Background: an optimization exercise with open tools, aiming at small area, a short achievable clock period and few clock cycles. Do not read the settings as production practice.
Function was checked by simulation only, so behaviour that the tests miss may differ from the original.
Power and IR drop assume default switching activity.

==> wip/garnet <==
==> flow/design.v (excerpt) <==
module tm02_codec (
    input  wire        clk,
    input  wire        rst,
    input  wire        cmd_valid,
    output wire        cmd_ready,
    input  wire [7:0]  cmd_op,
    input  wire [7:0]  cmd_imm,
    input  wire [31:0] cmd_a,
    input  wire [31:0] cmd_b,
    input  wire [31:0] cmd_c,
    output reg  [7:0]  rc,
    output reg  [15:0] crc_acc,
    output reg  [2:0]  rx_state,
    output reg  [7:0]  rx_cmd,
    output reg  [7:0]  rx_len,
    output reg  [7:0]  rx_idx,
    output reg  [15:0] rx_crc_rx,
    output reg  [15:0] rx_crc_calc,
    output reg  [1:0]  rx_evt,
    output reg         rx_fv,
    output reg  [8:0]  tx_len,
    output reg         ev_frame_ok,
    output reg         ev_crc_err,
    output reg         ev_tx_ready,
    input  wire [7:0]  rx_buf_raddr,
    output wire [7:0]  rx_buf_rdata,
    input  wire [7:0]  tx_pl_raddr,
    output wire [7:0]  tx_pl_rdata,
    input  wire [8:0]  tx_buf_raddr,
    output wire [7:0]  tx_buf_rdata
);
==> flow/config.mk <==
export PLATFORM = sky130hd
export DESIGN_NAME = tm02_codec
export DESIGN_NICKNAME = tm02_codec
export VERILOG_FILES = /design/flow/design.v
export SDC_FILE = /design/flow/constraint.sdc
export NUM_CORES = 4
export LEC_CHECK = 0
export CAP_MARGIN = 20
export CELL_PAD_IN_SITES_DETAIL_PLACEMENT = 2
export CELL_PAD_IN_SITES_GLOBAL_PLACEMENT = 2
export CORE_MARGIN = 2
export CORE_UTILIZATION = 33
export CTS_CLUSTER_DIAMETER = 60
export CTS_CLUSTER_SIZE = 30
export PLACE_DENSITY = 0.42
export SETUP_SLACK_MARGIN = 4
export SLEW_MARGIN = 40
==> flow/constraint.sdc <==
create_clock -name core_clock -period 10.0 [get_ports {clk}]
set_input_delay 2.0000 -clock core_clock [delete_from_list [all_inputs] [get_ports {clk}]]
set_output_delay 2.0000 -clock core_clock [all_outputs]
set_load 0.01 [all_outputs]
run.sh (not shown) runs the stock make flow with config.mk's settings and CLKGATE_MAP_FILE= SYNTH_SCRIPT=/design/flow/synth_recipe.tcl, a recipe that flattens the netlist after the stock synthesis.
==> wip/onyx (differences from wip/garnet) <==
--- a/flow/design.v
+++ b/flow/design.v
@@ -210,13 +210,13 @@
                 if (rst || (rx_buf_we && (rx_idx == gi)))
                     q <= imm_w;
             end
             assign rx_buf_flat[8*gi +: 8] = q;
         end
     endgenerate
-    assign rx_buf_rdata = rd_sel(rx_buf_flat, rx_buf_raddr);
+    assign rx_buf_rdata = rx_buf_flat[8*rx_buf_raddr +: 8];
     wire [8*256-1:0] tx_pl_flat;
     generate
         for (gi = 0; gi < 256; gi = gi + 1) begin : g_tx_pl
             reg [7:0] q;
             always @(posedge clk) begin
                 if (rst || (do_pl_write && (a0 == gi)))
@@ -224,13 +224,13 @@
             end
             assign tx_pl_flat[8*gi +: 8] = q;
         end
     endgenerate
     reg  [8:0] pre_k;        
     wire [7:0] pl_raddr = tx_busy ? pre_k[7:0] : tx_pl_raddr;
-    assign tx_pl_rdata = rd_sel(tx_pl_flat, pl_raddr);
+    assign tx_pl_rdata = tx_pl_flat[8*pl_raddr +: 8];
     reg  [15:0] pre_w;
     reg  [15:0] pre_r;
     reg  [7:0]  tx_cmd_s;    
     reg  [7:0]  tx_n_s;      
     wire        pl_restart = do_pl_write && (a0 == 8'h00);
     wire        pl_extend  = do_pl_write && ({1'b0, a0} == pre_k);
@@ -312,16 +312,36 @@
     endfunction
     wire [2:0] m3_l = nib_m3(u_n[3:0]);
     wire [2:0] m3_h = nib_m3(u_n[7:4]);
     wire [2:0] n_m3 = {(m3_h[0] & m3_l[2]) | (m3_h[1] & m3_l[1]) | (m3_h[2] & m3_l[0]),
                        (m3_h[0] & m3_l[1]) | (m3_h[1] & m3_l[0]) | (m3_h[2] & m3_l[2]),
                        (m3_h[0] & m3_l[0]) | (m3_h[1] & m3_l[2]) | (m3_h[2] & m3_l[1])};
+    function automatic [15:0] nib_ge(input [3:0] v);    
+        integer k;
+        begin
+            nib_ge = 16'h0000;
+            for (k = 0; k < 16; k = k + 1)
+                if (v == k) nib_ge = (17'h00002 << k) - 17'h00001;
+        end
+    endfunction
+    function automatic [15:0] nib_eq(input [3:0] v);    
+        nib_eq = 16'h0001 << v;
+    endfunction
+    wire [15:0] lo_ge = nib_ge(u_n[3:0]);
+    wire [15:0] hi_ge = nib_ge(u_n[7:4]);
+    wire [15:0] hi_eq = nib_eq(u_n[7:4]);
     wire [255:0] n_ge;
     generate
         for (gi = 0; gi < 256; gi = gi + 1) begin : g_nge
-            assign n_ge[gi] = (u_n >= gi);
+            if (gi % 16 == 0) begin : g_al
+                assign n_ge[gi] = hi_ge[gi / 16];
+            end else if (gi / 16 == 15) begin : g_top
+                assign n_ge[gi] = hi_eq[15] & lo_ge[gi % 16];
+            end else begin : g_mid
+                assign n_ge[gi] = hi_ge[gi / 16 + 1] | (hi_eq[gi / 16] & lo_ge[gi % 16]);
+            end
         end
     endgenerate
     wire [7:0] tr0 = c_data[7:0] & {8{~rst}};
     wire [7:0] tr1 = c_data[15:8] & {8{~rst}};
     wire [7:0] tr2 = TAIL & {8{~rst}};
     reg  [7:0] tr_bus [0:2];
@@ -369,20 +389,13 @@
                 if (rst || we)
                     q <= d;
             end
             assign tx_buf_flat[8*gi +: 8] = q;
         end
     endgenerate
-    reg [7:0] tx_buf_rd;
-    integer bi;
-    always @(*) begin
-        tx_buf_rd = 8'h00;
-        for (bi = 0; bi < 261; bi = bi + 1)
-            tx_buf_rd = tx_buf_rd | (tx_buf_flat[8*bi +: 8] & {8{tx_buf_raddr == bi}});
-    end
-    assign tx_buf_rdata = tx_buf_rd;
+    assign tx_buf_rdata = (tx_buf_raddr <= 9'd260) ? tx_buf_flat[8*tx_buf_raddr +: 8] : 8'h00;
     wire [7:0] f_n = k_ack ? 8'd1 : (k_rep ? 8'd12 : u_n);
     always @(posedge clk) begin
         if (rst)
             tx_len <= 9'd0;
         else if (fw)
             tx_len <= {1'b0, f_n} + 9'd6;
- CELL_PAD_IN_SITES_DETAIL_PLACEMENT: 2 -> 1
- CELL_PAD_IN_SITES_GLOBAL_PLACEMENT: 2 -> 1
- CORE_UTILIZATION: 33 -> 36
- PLACE_DENSITY: 0.42 -> 0.45
==> wip/zinc (differences from wip/garnet) <==
--- a/flow/design.v
+++ b/flow/design.v
@@ -304,34 +304,29 @@
         for (ci = 0; ci < 16; ci = ci + 1)
             if (u_vec[ci])
                 c_data = c_data ^ mulmod(hdr_crc(8'h00, 8'h00) ^
                                          hdr_crc((16'd1 << ci) & 16'hFF, ((16'd1 << ci) >> 8) & 16'hFF),
                                          pre_r);
     end
-    function automatic [2:0] nib_m3(input [3:0] v);
-        nib_m3 = 3'b001 << (v % 3);
-    endfunction
-    wire [2:0] m3_l = nib_m3(u_n[3:0]);
-    wire [2:0] m3_h = nib_m3(u_n[7:4]);
-    wire [2:0] n_m3 = {(m3_h[0] & m3_l[2]) | (m3_h[1] & m3_l[1]) | (m3_h[2] & m3_l[0]),
-                       (m3_h[0] & m3_l[1]) | (m3_h[1] & m3_l[0]) | (m3_h[2] & m3_l[2]),
-                       (m3_h[0] & m3_l[0]) | (m3_h[1] & m3_l[2]) | (m3_h[2] & m3_l[1])};
+    wire [1:0]   n_m3 = u_n % 3;
     wire [255:0] n_ge;
     generate
         for (gi = 0; gi < 256; gi = gi + 1) begin : g_nge
             assign n_ge[gi] = (u_n >= gi);
         end
     endgenerate
     wire [7:0] tr0 = c_data[7:0] & {8{~rst}};
     wire [7:0] tr1 = c_data[15:8] & {8{~rst}};
     wire [7:0] tr2 = TAIL & {8{~rst}};
     reg  [7:0] tr_bus [0:2];
     always @(*) begin
-        tr_bus[0] = ({8{n_m3[0]}} & tr0) | ({8{n_m3[1]}} & tr2) | ({8{n_m3[2]}} & tr1);
-        tr_bus[1] = ({8{n_m3[0]}} & tr1) | ({8{n_m3[1]}} & tr0) | ({8{n_m3[2]}} & tr2);
-        tr_bus[2] = ({8{n_m3[0]}} & tr2) | ({8{n_m3[1]}} & tr1) | ({8{n_m3[2]}} & tr0);
+        case (n_m3)
+            2'd0:    begin tr_bus[0] = tr0; tr_bus[1] = tr1; tr_bus[2] = tr2; end
+            2'd1:    begin tr_bus[1] = tr0; tr_bus[2] = tr1; tr_bus[0] = tr2; end
+            default: begin tr_bus[2] = tr0; tr_bus[0] = tr1; tr_bus[1] = tr2; end
+        endcase
     end
     wire [8*18-1:0] ack_fr = {80'h0, TAIL, c_ack[15:8], c_ack[7:0], a0, 8'd1, cmd_imm, HEAD};
     wire [8*18-1:0] rep_fr = {TAIL, c_rep[15:8], c_rep[7:0], words, 8'd12, cmd_imm, HEAD};
     wire [8*261-1:0] tx_buf_flat;
     generate
         for (gi = 0; gi < 261; gi = gi + 1) begin : g_tx_buf
- CELL_PAD_IN_SITES_DETAIL_PLACEMENT: 2 -> 1
- CELL_PAD_IN_SITES_GLOBAL_PLACEMENT: 2 -> 1
- CORE_UTILIZATION: 33 -> 55
- CTS_CLUSTER_DIAMETER: 60 -> unset
- CTS_CLUSTER_SIZE: 30 -> unset
- PLACE_DENSITY: 0.42 -> 0.65
- SETUP_SLACK_MARGIN: 4 -> 3
==> wip/maple (differences from wip/garnet) <==
--- a/flow/design.v
+++ b/flow/design.v
@@ -210,13 +210,13 @@
                 if (rst || (rx_buf_we && (rx_idx == gi)))
                     q <= imm_w;
             end
             assign rx_buf_flat[8*gi +: 8] = q;
         end
     endgenerate
-    assign rx_buf_rdata = rd_sel(rx_buf_flat, rx_buf_raddr);
+    assign rx_buf_rdata = rx_buf_flat[8*rx_buf_raddr +: 8];
     wire [8*256-1:0] tx_pl_flat;
     generate
         for (gi = 0; gi < 256; gi = gi + 1) begin : g_tx_pl
             reg [7:0] q;
             always @(posedge clk) begin
                 if (rst || (do_pl_write && (a0 == gi)))
@@ -224,13 +224,13 @@
             end
             assign tx_pl_flat[8*gi +: 8] = q;
         end
     endgenerate
     reg  [8:0] pre_k;        
     wire [7:0] pl_raddr = tx_busy ? pre_k[7:0] : tx_pl_raddr;
-    assign tx_pl_rdata = rd_sel(tx_pl_flat, pl_raddr);
+    assign tx_pl_rdata = tx_pl_flat[8*pl_raddr +: 8];
     reg  [15:0] pre_w;
     reg  [15:0] pre_r;
     reg  [7:0]  tx_cmd_s;    
     reg  [7:0]  tx_n_s;      
     wire        pl_restart = do_pl_write && (a0 == 8'h00);
     wire        pl_extend  = do_pl_write && ({1'b0, a0} == pre_k);
@@ -312,16 +312,36 @@
     endfunction
     wire [2:0] m3_l = nib_m3(u_n[3:0]);
     wire [2:0] m3_h = nib_m3(u_n[7:4]);
     wire [2:0] n_m3 = {(m3_h[0] & m3_l[2]) | (m3_h[1] & m3_l[1]) | (m3_h[2] & m3_l[0]),
                        (m3_h[0] & m3_l[1]) | (m3_h[1] & m3_l[0]) | (m3_h[2] & m3_l[2]),
                        (m3_h[0] & m3_l[0]) | (m3_h[1] & m3_l[2]) | (m3_h[2] & m3_l[1])};
+    function automatic [15:0] nib_ge(input [3:0] v);    
+        integer k;
+        begin
+            nib_ge = 16'h0000;
+            for (k = 0; k < 16; k = k + 1)
+                if (v == k) nib_ge = (17'h00002 << k) - 17'h00001;
+        end
+    endfunction
+    function automatic [15:0] nib_eq(input [3:0] v);    
+        nib_eq = 16'h0001 << v;
+    endfunction
+    wire [15:0] lo_ge = nib_ge(u_n[3:0]);
+    wire [15:0] hi_ge = nib_ge(u_n[7:4]);
+    wire [15:0] hi_eq = nib_eq(u_n[7:4]);
     wire [255:0] n_ge;
     generate
         for (gi = 0; gi < 256; gi = gi + 1) begin : g_nge
-            assign n_ge[gi] = (u_n >= gi);
+            if (gi % 16 == 0) begin : g_al
+                assign n_ge[gi] = hi_ge[gi / 16];
+            end else if (gi / 16 == 15) begin : g_top
+                assign n_ge[gi] = hi_eq[15] & lo_ge[gi % 16];
+            end else begin : g_mid
+                assign n_ge[gi] = hi_ge[gi / 16 + 1] | (hi_eq[gi / 16] & lo_ge[gi % 16]);
+            end
         end
     endgenerate
     wire [7:0] tr0 = c_data[7:0] & {8{~rst}};
     wire [7:0] tr1 = c_data[15:8] & {8{~rst}};
     wire [7:0] tr2 = TAIL & {8{~rst}};
     reg  [7:0] tr_bus [0:2];
@@ -369,20 +389,13 @@
                 if (rst || we)
                     q <= d;
             end
             assign tx_buf_flat[8*gi +: 8] = q;
         end
     endgenerate
-    reg [7:0] tx_buf_rd;
-    integer bi;
-    always @(*) begin
-        tx_buf_rd = 8'h00;
-        for (bi = 0; bi < 261; bi = bi + 1)
-            tx_buf_rd = tx_buf_rd | (tx_buf_flat[8*bi +: 8] & {8{tx_buf_raddr == bi}});
-    end
-    assign tx_buf_rdata = tx_buf_rd;
+    assign tx_buf_rdata = (tx_buf_raddr <= 9'd260) ? tx_buf_flat[8*tx_buf_raddr +: 8] : 8'h00;
     wire [7:0] f_n = k_ack ? 8'd1 : (k_rep ? 8'd12 : u_n);
     always @(posedge clk) begin
         if (rst)
             tx_len <= 9'd0;
         else if (fw)
             tx_len <= {1'b0, f_n} + 9'd6;
- CORE_UTILIZATION: 33 -> 30
- PLACE_DENSITY: 0.42 -> 0.4
==> comparison table <==
item                                                                         wip/onyx                      wip/garnet               wip/maple                  wip/zinc
Result of the run                                                      finished clean                  did not finish          finished clean            did not finish
Failing step                                                                        -  clock tree synthesis (4_1_cts)                       -  global routing (5_1_grt)
Largest cell class                                             flip-flops and latches                               -  flip-flops and latches                         -
Die boundary height                                                            908 um                          913 um                  994 um                    708 um
Final wirelength                                                         1,830,000 um                               -            2,040,000 um                         -
R2r startpoint                                                     tx_busy$_SDFF_PP0_                               -      tx_busy$_SDFF_PP0_                         -
Number of clock buffers in the layout                                             680                               -                     761                         -
Number of nets with antenna violations after detailed routing                       0                               -                       0                         -
#MultiIn Comb                                                                   12.8k                               -                   12.8k                         -
XOR/XNOR Fraction of Synth Area                                                0.0221                          0.0222                  0.0221                    0.0230
Final-layout fill cell count                                                    80.4k                               -                   95.9k                         -
Number of instances on the worst hold path                                          2                               -                       2                         -
Combinational cell power                                                     0.0153 W                               -                0.0166 W                         -
HPWL after DPL                                                           1,190,000 um                    2,860,000 um            1,330,000 um              2,130,000 um
Testbench counts of wip/garnet, summed over its fixed seeds: cycles 32,007.
Testbench counts of wip/onyx, summed over its fixed seeds: cycles 32,007.
Testbench counts of wip/zinc, summed over its fixed seeds: cycles 32,007.
Testbench counts of wip/maple, summed over its fixed seeds: cycles 32,007.

re-timing with driven ports:
Ports are ideal in the flow. The routed layouts listed here were re-timed in OpenROAD.
Step 1, drivers: a clkbuf_16 drives clk and a buf_2 each remaining input, both assumed.
Step 2, shift: input delay + t, output delay - t, t = (earliest + latest rising clock arrival at the registers) / 2. This alone moves slack from input paths to output paths.
Slacks: no drivers / after step 1 / after step 2; pairs: no drivers / after step 1.
| run | shift t [ns] | slack for setup (ns) | latest minus earliest clock arrival (ns) | worst data-port slew with drivers (ns) |
|---|---|---|---|---|
| wip/onyx | 1.355 | 1.804 / 1.391 / 1.391 | 0.108 / 0.108 | 0.59 |
| wip/maple | 1.329 | 1.760 / 1.174 / 1.174 | 0.148 / 0.148 | 0.76 |
After both steps setup and hold are still met in every run listed. For wip/maple, which loses most, drivers alone change the setup slack by -0.586 ns; drivers and shift together by -0.586 ns.
